This design comes from an exercise in tuning for small area, a short achievable clock period and few clock cycles per item on the open sky130 flow, not from production work.
Where RTL was checked, it was by simulation tests only, not by an equivalence proof against the original.
Power is estimated from default activity; no workload was simulated.

Setup of v30:
// vospi_engine
module vospi_engine #(
    parameter LINE_WIDTH   = 80,
    parameter PPS          = 60,       
    parameter SEGS_MULTI   = 4,        
    parameter MARKER_ID    = 20,
    parameter QUIET_MS     = 200
) (
    input  wire        clk,
    input  wire        rst,
    input  wire        cmd_valid,
    output wire        cmd_ready,
    input  wire [2:0]  cmd_op,
    input  wire [7:0]  cmd_hint,
    input  wire        cfg_ok,
    output reg         cfg_req,
    output reg         rsp_valid,
    output wire [1:0]  rsp_code,
    output reg         rsp_active,
    input  wire [31:0] now,
    output reg         xfer_start,
    output reg         xfer_abort,
    input  wire        rx_valid,
    output wire        rx_ready,
    input  wire [15:0] rx_data,
    input  wire        pool_avail,
    input  wire [3:0]  pool_slot,
    output reg         acq_take,
    output reg         rel_valid,
    output reg         rel_used,
    output wire [3:0]  rel_slot,
    output wire        mem_we,
    output wire [3:0]  mem_slot,
    output wire [15:0] mem_addr,
    output wire [15:0] mem_wdata
);
    localparam PACKET_WORDS = 2 + LINE_WIDTH + 1;
    localparam TAP = 8;                    
    localparam [2:0] OP_INIT = 3'd0, OP_DEINIT = 3'd1, OP_ABORT = 3'd2,
                     OP_RESTART = 3'd3;
    localparam [1:0] RES_OK = 2'd0, RES_ERR_TRANSPORT = 2'd1, RES_ERR_STATE = 2'd2;
    reg        initialised;
    reg        multi_segment;
    reg        streaming;
    reg        capturing;
    reg [5:0]  exp_pid;                    
    reg [1:0]  exp_seg;                    
    reg        slot_valid;
    reg [3:0]  slot;
    reg [3:0]  slot_o;                     
    reg [31:0] last_resync;
    reg [15:0] rx_q;
    reg        rxv_q;                      
    reg        pool_avail_q;
    reg        rx_rdy;
    reg [6:0]  widx;                       
    reg [6:0]  d;                          
    reg        hdr_q;                      
    reg        pay_q;                      
    reg        last_q;                     
    reg [15:0] crc;
  ...
Size in the first run: about 120 I/O pins, about 0.035 mm2 of cells after synthesis.
==> flow/config.mk <==
export PLATFORM = sky130hd
export DESIGN_NAME = vospi_engine
export DESIGN_NICKNAME = vospi_engine
export VERILOG_FILES = /design/flow/design.v
export SDC_FILE = /design/flow/constraint.sdc
export NUM_CORES = 4
export LEC_CHECK = 0
export CAP_MARGIN = 20
export CORE_MARGIN = 2
export CORE_UTILIZATION = 70
export CTS_CLUSTER_DIAMETER = 55
export CTS_CLUSTER_SIZE = 25
export SLEW_MARGIN = 20
==> flow/constraint.sdc <==
create_clock -name core_clock -period 10.0 [get_ports {clk}]
set_input_delay 2.0000 -clock core_clock [delete_from_list [all_inputs] [get_ports {clk}]]
set_output_delay 2.0000 -clock core_clock [all_outputs]
set_load 0.01 [all_outputs]
standard.sh (not shown) runs the stock make flow with config.mk's settings and CLKGATE_MAP_FILE= SYNTH_SCRIPT=/design/flow/synth_recipe.tcl, a recipe that flattens the netlist after the stock synthesis.
==> flow/flow/run.sh <==
#!/bin/bash
# The standard ORFS layout (the standard.sh), asking timing repair for
# more setup slack than the clock period needs and buffering the ports with
# buf_2 instead of the default delay buffer.
set -euo pipefail
bash standard.sh 'SETUP_SLACK_MARGIN=6.9' 'BUFFER_PORTS_ARGS=-buffer_cell sky130_fd_sc_hd__buf_2' finish > orfs_make.log 2>&1
Inputs modified between v30 and v25:
--- a/flow/design.v
+++ b/flow/design.v
@@ -113,15 +113,16 @@
     );
     wire cmd_fire   = cmd_valid && cmd_rdy;
     wire op_init    = (cmd_op == OP_INIT);
     wire op_abort   = (cmd_op == OP_ABORT) || (cmd_op == OP_DEINIT);
     wire op_deinit  = (cmd_op == OP_DEINIT);
     wire op_restart = (cmd_op == OP_RESTART);
     wire init_ok    = cmd_fire && !initialised && op_init && cfg_ok;
-    wire abort_fire = cmd_fire && initialised && op_abort;
+    wire abort_fire = cmd_fire && op_abort;
+    wire kill       = cmd_fire && (!initialised || op_abort);
     wire acc        = rx_valid && rx_rdy && streaming && !abort_fire;
     wire w_pay      = (widx >= 7'd2) && (widx < 7'd2 + LINE_WIDTH);
     wire acc_pay    = acc && w_pay;
     wire acc_first  = acc && (widx == 7'd2);
     wire [6:0] widx_d = abort_fire ? 7'd0 :
                         !acc ? widx :
                         (widx == PACKET_WORDS - 1) ? 7'd0 : widx + 7'd1;
@@ -284,38 +285,34 @@
                 acq_take  <= fc_take;
             end
             c1  <= cmd_fire;
             c2  <= c1;
             rs1 <= cmd_fire && initialised && op_restart;
             if (cmd_fire && op_init && !initialised)
                 cfg_req <= 1'b1;
-            if (init_ok) begin
-                multi_segment <= (cmd_hint > 8'd1);
-                exp_pid       <= 6'd0;
-                exp_seg       <= 2'd0;
-                streaming     <= 1'b0;
-                capturing     <= 1'b0;
-                slot_valid    <= 1'b0;
-                last_resync   <= now;
-                initialised   <= 1'b1;
-            end
-            if (abort_fire) begin
+            if (kill) begin
                 xfer_abort  <= streaming;
                 streaming   <= 1'b0;
                 capturing   <= 1'b0;
                 exp_pid     <= 6'd0;
                 exp_seg     <= 2'd0;
                 last_resync <= now;
                 crc         <= 16'd0;
-                if (op_deinit) begin
-                    if (slot_valid)
-                        rel_valid <= 1'b1;
-                    slot_valid  <= 1'b0;
-                    initialised <= 1'b0;
-                end
+            end
+            if (cmd_fire && !initialised) begin
+                multi_segment <= (cmd_hint > 8'd1);
+                slot_valid    <= 1'b0;
+            end
+            if (init_ok)
+                initialised <= 1'b1;
+            if (cmd_fire && initialised && op_deinit) begin
+                if (slot_valid)
+                    rel_valid <= 1'b1;
+                slot_valid  <= 1'b0;
+                initialised <= 1'b0;
             end
             if (cmd_fire && initialised && op_restart)
                 capturing <= 1'b1;
             if (rs1 && !streaming && quiet_ok) begin
                 streaming  <= 1'b1;
                 xfer_start <= 1'b1;
                 widx       <= 7'd0;
--- outcome ---
v25 went all the way through the flow, and no timing, DRC or antenna check failed.
Delta (v25 minus v30): instance count on the critical path shows a reduction of 7, fraction of power consumed by the clock network stayed essentially flat, register area has remained practically unchanged.
For the internal power component, v25 came in 0.94% higher than v30 did.
Per the comparison of v25 with v30, overall track demand over capacity in global routing has remained practically unchanged; wire length saw a decrease; sequential share of layout area essentially unchanged; clock input transition at the sequential cells of the worst setup and hold paths comparable.
The critical path endpoint comes out last_resync[23] in one run and mem_wdata[10] in the other, namely in v30 and v25 respectively.
Testbench counts of v25, summed over its fixed seeds: cycles 423,840, items 5,100.
Function not checked in v30: the RTL went through the layout flow alone.

static timing again, ports no longer ideal:
The results above use ideal ports. As a check the final layouts listed here were re-extracted and re-timed, cells and wires unchanged. Step 1, drivers: a clkbuf_16 drives clk and a buf_2 each remaining input, both assumed. Step 2 adds t to the input delays and takes it off the output delays; t is the mean of the earliest and latest rising clock arrival at the registers after step 1. Input paths then give back, and output paths get back, about the clock's delay inside the block. Three values: ideal, step 1, step 2; two values: the first two.
| run | t, ns | setup slack, ns | hold slack, ns | worst data-port slew with drivers (ns) |
|---|---|---|---|---|
| v30 | 0.665 | 6.862 / 6.837 / 6.208 | 0.319 / 0.319 / 0.319 | 0.06 |
| v25 | 0.675 | 6.895 / 6.835 / 6.245 | 0.324 / 0.324 / 0.324 | 0.06 |
After both steps setup and hold are still met in every run listed. The setup slack of v30, which loses most, moves by -0.025 ns with the drivers and by -0.654 ns with both steps.
